Background: an optimization exercise with open tools, aiming at small area. Do not read the settings as production practice.
RTL that was checked went through simulation tests only; none was proved equivalent to the original.
Power is estimated from default activity; no workload was simulated.

## branch xenon
==> flow/design.v (excerpt) <==
module ptc_rx (
    input  wire        clk,
    input  wire        rst,
    input  wire [4:0]  edge_stb,
    input  wire [31:0] ts,
    input  wire        ms_tick,
    input  wire        cmd_stb,
    input  wire [7:0]  cmd,
    input  wire [31:0] arg_a,
    output reg         res_stb,
    output reg         res,
    output wire [4:0]  msg_stb,
    output wire [31:0] msg_aur,
    output wire [31:0] msg_wt4,
    output wire [29:0] msg_liv,
    output wire [23:0] msg_kop,
    output wire [35:0] msg_quh
);
==> module ptc_decoder, before the edit <==
module ptc_decoder #(
    parameter integer W        = 32,    
    parameter integer SHORT_LO = 350,
    parameter integer SHORT_HI = 650,
    parameter integer LONG_LO  = 1050,
    parameter integer LONG_HI  = 1950,
    parameter integer SYNC_LO  = 2800,
    parameter integer SYNC_HI  = 5200,
    parameter integer KIND     = 0,     
    parameter integer VLONG    = 0,     
    parameter integer HASPAR   = 0,     
    parameter integer HASCONST = 0,     
    parameter integer REARM    = 0,     
    parameter integer N        = 13,    
    parameter integer KW       = 5      
) (
    input  wire         clk,
    input  wire         rst,
    input  wire         ev_ts,
    input  wire         ev_arg,
    input  wire [31:0]  ts,
    input  wire [31:0]  arg,
    input  wire         do_enable,
    input  wire         do_disable,
    input  wire         do_init,
    input  wire [7:0]   init_mm1,      
    input  wire         do_cbret,
    output reg          msg_stb,
    output wire [W-1:0] msg,
    output wire         recv_next
);
    localparam integer KIND_PW2 = 0;
    localparam integer KIND_PP  = 1;
    localparam integer KIND_VAR = 2;
    reg          en;
    reg          insync;
    reg [KW-1:0] k;
    reg          ph;
    reg          first;
    wire [W-1:0] cand;
    reg          px;
    reg          pm;          
    wire [W-1:0] prev;
    reg  [7:0]   rep;
    reg  [7:0]   mm1;         
    reg          in_cb;
    wire [31:0]  lt;          
    wire        ev  = ev_ts | ev_arg;
    wire        act = ev & en;
    wire [31:0] xn;
    wire        c_short, c_long, in_sync;
    wire        st_ld = act | rst;
    ptc_stamp u_stamp (
        .clk(clk), .ts(ts), .arg(arg),
        .s_ts(ev_ts & !rst), .s_arg(!ev_ts & !rst), .ldn(!st_ld), .hold(!st_ld),
        .xn(xn), .lt(lt)
    );
    ptc_class #(
        .N(N), .SHORT_LO(SHORT_LO), .SHORT_HI(SHORT_HI), .LONG_LO(LONG_LO),
        .LONG_HI(LONG_HI), .SYNC_LO(SYNC_LO), .SYNC_HI(SYNC_HI)
    ) u_class (
        .xn(xn), .lt(lt), .c_short(c_short), .c_long(c_long), .c_sync(in_sync)
    );
    reg sym_more, sym_bit, sym_b;
    always @* begin
        case (KIND)
            KIND_PW2: begin
                sym_more = !ph && c_short;
                sym_bit  = ph && (c_short || c_long);
                sym_b    = c_long;
            end
            KIND_PP: begin
                sym_more = !ph && (c_short || c_long);
                sym_bit  = ph && (first ? c_short : c_long);
                sym_b    = first;
            end
            default: begin  
                sym_more = !ph && c_short;
                sym_bit  = ph ? c_short : c_long;
                sym_b    = ph ? (VLONG == 0) : (VLONG != 0);
            end
        endcase
    end
    genvar gi;
    wire          k_clr = act && !insync;
    wire          k_inc = act && insync && sym_bit;
    wire [KW-1:0] k0 = k & {KW{!k_clr}};
    wire [KW:0]   kc;
    wire [KW-1:0] n_k;
    assign kc[0] = k_inc;
    generate
        for (gi = 0; gi < KW; gi = gi + 1) begin : g_k
            assign n_k[gi]  = k0[gi] ^ kc[gi];
            assign kc[gi+1] = k0[gi] & kc[gi];
        end
    endgenerate
    wire [W-1:0] sh_cand = {cand[W-2:0], sym_b};
    wire         bit_ok  = act && insync && sym_bit;
    wire         last    = (k == W - 1);
    wire         bad_cst = (HASCONST != 0) && (k == 8) && (sh_cand[2:0] != 3'b110);
    wire         valid   = bit_ok && last && ((HASPAR == 0) || !(px ^ sym_b));
    wire         bmatch = (sym_b == cand[W-1]);
    wire         match  = pm && bmatch;
    wire         hit   = match ? (rep == mm1) : (mm1 == 8'd0);
    wire         r_keep = !rst && !do_init && (!valid || (match && !hit));
    wire         r_inc  = !rst && !do_init && valid && !hit;
    wire [7:0]   r0     = rep & {8{r_keep}};
    wire [8:0]   rc;
    wire [7:0]   n_rep;
    assign rc[0] = r_inc;
    generate
        for (gi = 0; gi < 8; gi = gi + 1) begin : g_rep
            assign n_rep[gi] = r0[gi] ^ rc[gi];
            assign rc[gi+1]  = r0[gi] & rc[gi];
        end
    endgenerate
    wire         disp  = valid && hit && !in_cb;
    reg e_insync;
    always @* begin
        e_insync = insync;
        if (act) begin
            if (!insync)
                e_insync = in_sync;
            else if (sym_more)
                e_insync = 1'b1;
            else if (sym_bit)
                e_insync = !bad_cst && (!last || (valid && REARM != 0));
            else
                e_insync = 1'b0;
        end
    end
    wire e_in_cb  = in_cb || disp;
    wire n_in_cb  = e_in_cb && !do_cbret;
    wire n_insync = e_insync && !do_enable && !do_init && !(do_cbret && e_in_cb);
    wire k_ge4  = |k[KW-1:2];
    wire k_eq3  = !(|k[KW-1:2]) && k[1] && k[0];
    wire k_ones = &k;
    assign recv_next = n_insync && !k_clr &&
                       ((k_ge4 && !(k_inc && k_ones)) || (k_inc && k_eq3));
    always @(posedge clk) begin
        k   <= n_k;
        rep <= n_rep;
        if (act) begin
            ph    <= insync && sym_more;
            first <= c_long;
            if (!insync) begin
                px <= 1'b0;
                pm <= 1'b1;
            end else if (sym_bit) begin
                px <= !last && (px ^ sym_b);
                pm <= last || (pm && bmatch);
            end
        end
    end
    wire c_sh = act && insync && sym_bit;
    wire c_pl = act && !insync;
    ptc_cand #(.W(W)) u_cand (.clk(clk), .pl(c_pl), .sh(c_sh), .hold(!c_sh && !c_pl),
                              .p(prev), .b(sym_b), .q(cand));
    ptc_hold  #(.W(W)) u_prev (.clk(clk), .ld(valid), .hold(!valid), .d(sh_cand), .q(prev));
    ptc_hold  #(.W(W)) u_msg  (.clk(clk), .ld(disp && !rst), .hold(!disp && !rst),
                               .d(sh_cand), .q(msg));
    always @(posedge clk) begin
        if (rst) begin
            en      <= 1'b0;
            insync  <= 1'b0;
            in_cb   <= 1'b0;
            msg_stb <= 1'b0;
        end else begin
            insync  <= n_insync;
            in_cb   <= n_in_cb;
            msg_stb <= disp;
            if (do_enable || do_init)
                en <= 1'b1;
            else if (do_disable)
                en <= 1'b0;
        end
    end
    wire m_ld   = do_init && !rst;
    wire m_hold = !do_init && !rst;
    always @(posedge clk)
        mm1 <= (init_mm1 & {8{m_ld}}) | (mm1 & {8{m_hold}}) | {7'd0, rst};
endmodule
export LEC_CHECK = 0
export CAP_MARGIN = 20
export CORE_MARGIN = 2
export CORE_UTILIZATION = 45
export CTS_CLUSTER_DIAMETER = 90
export CTS_CLUSTER_SIZE = 25
export PLACE_DENSITY = 0.6
export SLEW_MARGIN = 20
export SYNTH_HIERARCHICAL = 1
create_clock -name core_clock -period 12.0 [get_ports {clk}]
standard.sh (not shown) runs the stock make flow with config.mk's settings and CLKGATE_MAP_FILE= SYNTH_SCRIPT=/design/flow/synth_recipe.tcl, a recipe that flattens the netlist after the stock synthesis.
==> flow/flow/run.sh <==
#!/bin/bash
# The standard layout (standard.sh, which logs each step under orfs/logs),
# with three changes: the smallest buffer on each port instead of the default
# port buffer; the synthesis buffers removed at floorplan so that
# repair_design buffers only what the placed design needs; and no dummy loads
# in the clock tree.
set -euo pipefail
export BUFFER_PORTS_ARGS="-buffer_cell sky130_fd_sc_hd__buf_1"
export REMOVE_ABC_BUFFERS=1
export CTS_ARGS="-sink_clustering_enable -repair_clock_nets -sink_clustering_size 25 -sink_clustering_max_diameter 90 -dont_use_dummy_load"
bash standard.sh > flow_make.log 2>&1
Here is what was changed in the inputs of branch willow compared with branch xenon.
diff --git a/flow/design.v b/flow/design.v
--- a/flow/design.v
+++ b/flow/design.v
@@ -131,13 +131,9 @@
     end
     wire e_in_cb  = in_cb || disp;
     wire n_in_cb  = e_in_cb && !do_cbret;
     wire n_insync = e_insync && !do_enable && !do_init && !(do_cbret && e_in_cb);
-    wire k_ge4  = |k[KW-1:2];
-    wire k_eq3  = !(|k[KW-1:2]) && k[1] && k[0];
-    wire k_ones = &k;
-    assign recv_next = n_insync && !k_clr &&
-                       ((k_ge4 && !(k_inc && k_ones)) || (k_inc && k_eq3));
+    assign recv_next = n_insync && (|n_k[KW-1:2]);
     always @(posedge clk) begin
         k   <= n_k;
         rep <= n_rep;
         if (act) begin
@@ -162,8 +158,9 @@
     always @(posedge clk) begin
         if (rst) begin
             en      <= 1'b0;
             insync  <= 1'b0;
+            mm1     <= 8'd1;
             in_cb   <= 1'b0;
             msg_stb <= 1'b0;
         end else begin
             insync  <= n_insync;
@@ -172,14 +169,12 @@
             if (do_enable || do_init)
                 en <= 1'b1;
             else if (do_disable)
                 en <= 1'b0;
+            if (do_init)
+                mm1 <= init_mm1;
         end
     end
-    wire m_ld   = do_init && !rst;
-    wire m_hold = !do_init && !rst;
-    always @(posedge clk)
-        mm1 <= (init_mm1 & {8{m_ld}}) | (mm1 & {8{m_hold}}) | {7'd0, rst};
 endmodule
 module ptc_stamp (
     input  wire        clk,
     input  wire [31:0] ts,
Status: clock insertion delay at the later pin of the skew report parity (branch xenon, branch willow). Between branch xenon and branch willow, worst-path maximum fanout increased. Diff branch xenon -> branch willow: setup slack shows a reduction of 0.36 ns; global-route usage over all layers dropped 0.41 points; final hold slack saw a decrease. branch xenon ended up with u_aur.rep[7] as its capturing instance or port of the critical path; branch willow ended up with isr_pid[0]. The worst setup path startpoint comes out edge_stb[0] in one run and rst in the other, namely in branch xenon and branch willow respectively.
Function not checked in branch willow: the RTL went through the layout flow alone.

the previous run:
ptc_rx, a different RTL version from the one above (not shown whole).
Size: roughly 3200 cells after synthesis, about 780 flip-flops, roughly 240 I/O pins, ~34000 um^2 of cells after synthesis.
==> module ptc_decoder, before the edit <==
module ptc_decoder #(
    parameter integer W        = 32,    
    parameter integer SHORT_LO = 350,
    parameter integer SHORT_HI = 650,
    parameter integer LONG_LO  = 1050,
    parameter integer LONG_HI  = 1950,
    parameter integer SYNC_LO  = 2800,
    parameter integer SYNC_HI  = 5200,
    parameter integer KIND     = 0,     
    parameter integer VLONG    = 0,     
    parameter integer HASPAR   = 0,     
    parameter integer HASCONST = 0,     
    parameter integer REARM    = 0,     
    parameter integer N        = 13,    
    parameter integer KW       = 5      
) (
    input  wire         clk,
    input  wire         rst,
    input  wire         ev_ts,
    input  wire         ev_arg,
    input  wire [31:0]  ts,
    input  wire [31:0]  arg,
    input  wire         do_enable,
    input  wire         do_disable,
    input  wire         do_init,
    input  wire [7:0]   init_mm1,      
    input  wire         do_cbret,
    output reg          msg_stb,
    output wire [W-1:0] msg,
    output wire         recv_next
);
    localparam integer KIND_PW2 = 0;
    localparam integer KIND_PP  = 1;
    localparam integer KIND_VAR = 2;
    reg          en;
    reg          insync;
    reg [KW-1:0] k;
    reg          ph;
    reg          first;
    wire [W-1:0] cand;
    reg          px;
    reg          pm;          
    wire [W-1:0] prev;
    reg  [7:0]   rep;
    reg  [7:0]   mm1;         
    reg          in_cb;
    wire [31:0]  lt;          
    wire        ev  = ev_ts | ev_arg;
    wire        act = ev & en;
    wire [31:0] xn;
    wire        c_short, c_long, in_sync;
    wire        st_ld = act | rst;
    ptc_stamp u_stamp (
        .clk(clk), .ts(ts), .arg(arg),
        .s_ts(ev_ts & !rst), .s_arg(!ev_ts & !rst), .ldn(!st_ld), .hold(!st_ld),
        .xn(xn), .lt(lt)
    );
    ptc_class #(
        .N(N), .SHORT_LO(SHORT_LO), .SHORT_HI(SHORT_HI), .LONG_LO(LONG_LO),
        .LONG_HI(LONG_HI), .SYNC_LO(SYNC_LO), .SYNC_HI(SYNC_HI)
    ) u_class (
        .xn(xn), .lt(lt), .c_short(c_short), .c_long(c_long), .c_sync(in_sync)
    );
    reg sym_more, sym_bit, sym_b;
    always @* begin
        case (KIND)
            KIND_PW2: begin
                sym_more = !ph && c_short;
                sym_bit  = ph && (c_short || c_long);
                sym_b    = c_long;
            end
            KIND_PP: begin
                sym_more = !ph && (c_short || c_long);
                sym_bit  = ph && (first ? c_short : c_long);
                sym_b    = first;
            end
            default: begin  
                sym_more = !ph && c_short;
                sym_bit  = ph ? c_short : c_long;
                sym_b    = ph ? (VLONG == 0) : (VLONG != 0);
            end
        endcase
    end
    genvar gi;
    wire          k_clr = act && !insync;
    wire          k_inc = act && insync && sym_bit;
    wire [KW-1:0] k0 = k & {KW{!k_clr}};
    wire [KW:0]   kc;
    wire [KW-1:0] n_k;
    assign kc[0] = k_inc;
    generate
        for (gi = 0; gi < KW; gi = gi + 1) begin : g_k
            assign n_k[gi]  = k0[gi] ^ kc[gi];
            assign kc[gi+1] = k0[gi] & kc[gi];
        end
    endgenerate
    wire [W-1:0] sh_cand = {cand[W-2:0], sym_b};
    wire         bit_ok  = act && insync && sym_bit;
    wire         last    = (k == W - 1);
    wire         bad_cst = (HASCONST != 0) && (k == 8) && (sh_cand[2:0] != 3'b110);
    wire         valid   = bit_ok && last && ((HASPAR == 0) || !(px ^ sym_b));
    wire         bmatch = (sym_b == cand[W-1]);
    wire         match  = pm && bmatch;
    wire         hit   = match ? (rep == mm1) : (mm1 == 8'd0);
    wire         r_keep = !rst && !do_init && (!valid || (match && !hit));
    wire         r_inc  = !rst && !do_init && valid && !hit;
    wire [7:0]   r0     = rep & {8{r_keep}};
    wire [8:0]   rc;
    wire [7:0]   n_rep;
    assign rc[0] = r_inc;
    generate
        for (gi = 0; gi < 8; gi = gi + 1) begin : g_rep
            assign n_rep[gi] = r0[gi] ^ rc[gi];
            assign rc[gi+1]  = r0[gi] & rc[gi];
        end
    endgenerate
    wire         disp  = valid && hit && !in_cb;
    reg e_insync;
    always @* begin
        e_insync = insync;
        if (act) begin
            if (!insync)
                e_insync = in_sync;
            else if (sym_more)
                e_insync = 1'b1;
            else if (sym_bit)
                e_insync = !bad_cst && (!last || (valid && REARM != 0));
            else
                e_insync = 1'b0;
        end
    end
    wire e_in_cb  = in_cb || disp;
    wire n_in_cb  = e_in_cb && !do_cbret;
    wire n_insync = e_insync && !do_enable && !do_init && !(do_cbret && e_in_cb);
    assign recv_next = n_insync && (|n_k[KW-1:2]);
    always @(posedge clk) begin
        k   <= n_k;
        rep <= n_rep;
        if (act) begin
            ph    <= insync && sym_more;
            first <= c_long;
            if (!insync) begin
                px <= 1'b0;
                pm <= 1'b1;
            end else if (sym_bit) begin
                px <= !last && (px ^ sym_b);
                pm <= last || (pm && bmatch);
            end
        end
    end
    wire c_sh = act && insync && sym_bit;
    wire c_pl = act && !insync;
    ptc_cand #(.W(W)) u_cand (.clk(clk), .pl(c_pl), .sh(c_sh), .hold(!c_sh && !c_pl),
                              .p(prev), .b(sym_b), .q(cand));
    ptc_hold  #(.W(W)) u_prev (.clk(clk), .ld(valid), .hold(!valid), .d(sh_cand), .q(prev));
    ptc_hold  #(.W(W)) u_msg  (.clk(clk), .ld(disp && !rst), .hold(!disp && !rst),
                               .d(sh_cand), .q(msg));
    always @(posedge clk) begin
        if (rst) begin
            en      <= 1'b0;
            insync  <= 1'b0;
            in_cb   <= 1'b0;
            msg_stb <= 1'b0;
        end else begin
            insync  <= n_insync;
            in_cb   <= n_in_cb;
            msg_stb <= disp;
            if (do_enable || do_init)
                en <= 1'b1;
            else if (do_disable)
                en <= 1'b0;
        end
    end
    wire m_ld   = do_init && !rst;
    wire m_hold = !do_init && !rst;
    always @(posedge clk)
        mm1 <= (init_mm1 & {8{m_ld}}) | (mm1 & {8{m_hold}}) | {7'd0, rst};
endmodule
==> module ptc_stamp, before the edit <==
module ptc_stamp (
    input  wire        clk,
    input  wire [31:0] ts,
    input  wire [31:0] arg,
    input  wire        s_ts,
    input  wire        s_arg,
    input  wire        ldn,       
    input  wire        hold,      
    output wire [31:0] xn,
    output reg  [31:0] lt
);
    assign xn = ~((ts & {32{s_ts}}) | (arg & {32{s_arg}}));
    always @(posedge clk)
        lt <= (~xn & ~{32{ldn}}) | (lt & {32{hold}});
endmodule
==> flow/config.mk <==
export PLATFORM = sky130hd
export DESIGN_NAME = ptc_rx
export DESIGN_NICKNAME = ptc_rx
export VERILOG_FILES = /design/flow/design.v
export SDC_FILE = /design/flow/constraint.sdc
export NUM_CORES = 4
export LEC_CHECK = 0
export CAP_MARGIN = 20
export CORE_MARGIN = 2
export CORE_UTILIZATION = 45
export CTS_CLUSTER_DIAMETER = 90
export CTS_CLUSTER_SIZE = 25
export PLACE_DENSITY = 0.6
export SLEW_MARGIN = 20
export SYNTH_HIERARCHICAL = 1
==> flow/constraint.sdc <==
create_clock -name core_clock -period 12.0 [get_ports {clk}]
set_input_delay 2.4000 -clock core_clock [delete_from_list [all_inputs] [get_ports {clk}]]
set_output_delay 2.4000 -clock core_clock [all_outputs]
set_load 0.01 [all_outputs]
Scripts as last shown in full above: flow/flow/run.sh
## Diff of input files: the current run against the previous run
--- a/flow/design.v
+++ b/flow/design.v
@@ -49,10 +49,9 @@
     wire        act = ev & en;
     wire [31:0] xn;
     wire        c_short, c_long, in_sync;
-    wire        st_ld = act | rst;
     ptc_stamp u_stamp (
         .clk(clk), .ts(ts), .arg(arg),
-        .s_ts(ev_ts & !rst), .s_arg(!ev_ts & !rst), .ldn(!st_ld), .hold(!st_ld),
+        .s_ts(ev_ts & en & !rst), .s_arg(!ev_ts & ev_arg & en & !rst), .hold(!act & !rst),
         .xn(xn), .lt(lt)
     );
     ptc_class #(
@@ -182,14 +181,13 @@
     input  wire [31:0] arg,
     input  wire        s_ts,
     input  wire        s_arg,
-    input  wire        ldn,       
-    input  wire        hold,      
+    input  wire        hold,
     output wire [31:0] xn,
     output reg  [31:0] lt
 );
-    assign xn = ~((ts & {32{s_ts}}) | (arg & {32{s_arg}}));
+    assign xn = ~((ts & {32{s_ts}}) | (arg & {32{s_arg}}) | (lt & {32{hold}}));
     always @(posedge clk)
-        lt <= (~xn & ~{32{ldn}}) | (lt & {32{hold}});
+        lt <= ~xn;
 endmodule
 module ptc_class #(
     parameter integer N        = 13,
### Flow results
- The previous run completed every stage of the flow, and the final layout passed the timing, DRC and antenna checks.
- Having completed the whole flow, the current run delivered a layout that passed the timing, DRC and antenna checks.
- The final reports for the current run and the previous run show smallest hold slack higher in the former.
- Taking the previous run as the reference point, the setup slack of the current run falls by 0.11 ns.
- The current run — synthesized area 240 um^2 lower, the previous run as reference
- Clock period minus worst slack: the current run higher than the previous run
- Going from the previous run to the current run, combinational power fell by 77%; wire length of the first global-routing pass rose by about 3%; fraction of power consumed by combinational cells fell by 9.8 points; met3 layer usage reported by global route fell by 1.4 points; first-iteration DRC count rose by 14%.
- Row total chip power: the current run lower / the previous run higher
- Uppermost metal layer occupied by signal nets = met4: the current run; uppermost metal layer occupied by signal nets = met5: the previous run

==> what the ideal ports hide <==
Ports are ideal in the flow. The routed layouts listed here were re-timed in OpenROAD.
Step 1, drivers: a clkbuf_16 drives clk and a buf_2 each remaining input, both assumed.
Step 2 also shifts input and output timing later by t, the mid clock arrival at the registers, as if the neighbouring blocks saw the same clock.
Three values: ideal, step 1, step 2; two values: the first two.
| run | t, ns | slack for setup (ns) | cell pins on the clock port's net |
|---|---|---|---|
| branch xenon | 0.643 | 0.945 / 0.939 / 0.297 | 1 |
| branch willow | 0.644 | 0.588 / 0.561 / -0.083 | 1 |
| the previous run | 0.642 | 0.501 / 0.461 / -0.181 | 1 |
| the current run | 0.647 | 0.390 / 0.434 / -0.213 | 1 |
With both steps, setup timing fails in branch willow, the previous run and the current run, where it was met with ideal ports. The setup slack of the previous run, which loses most, moves by -0.040 ns with the drivers and by -0.682 ns with both steps.
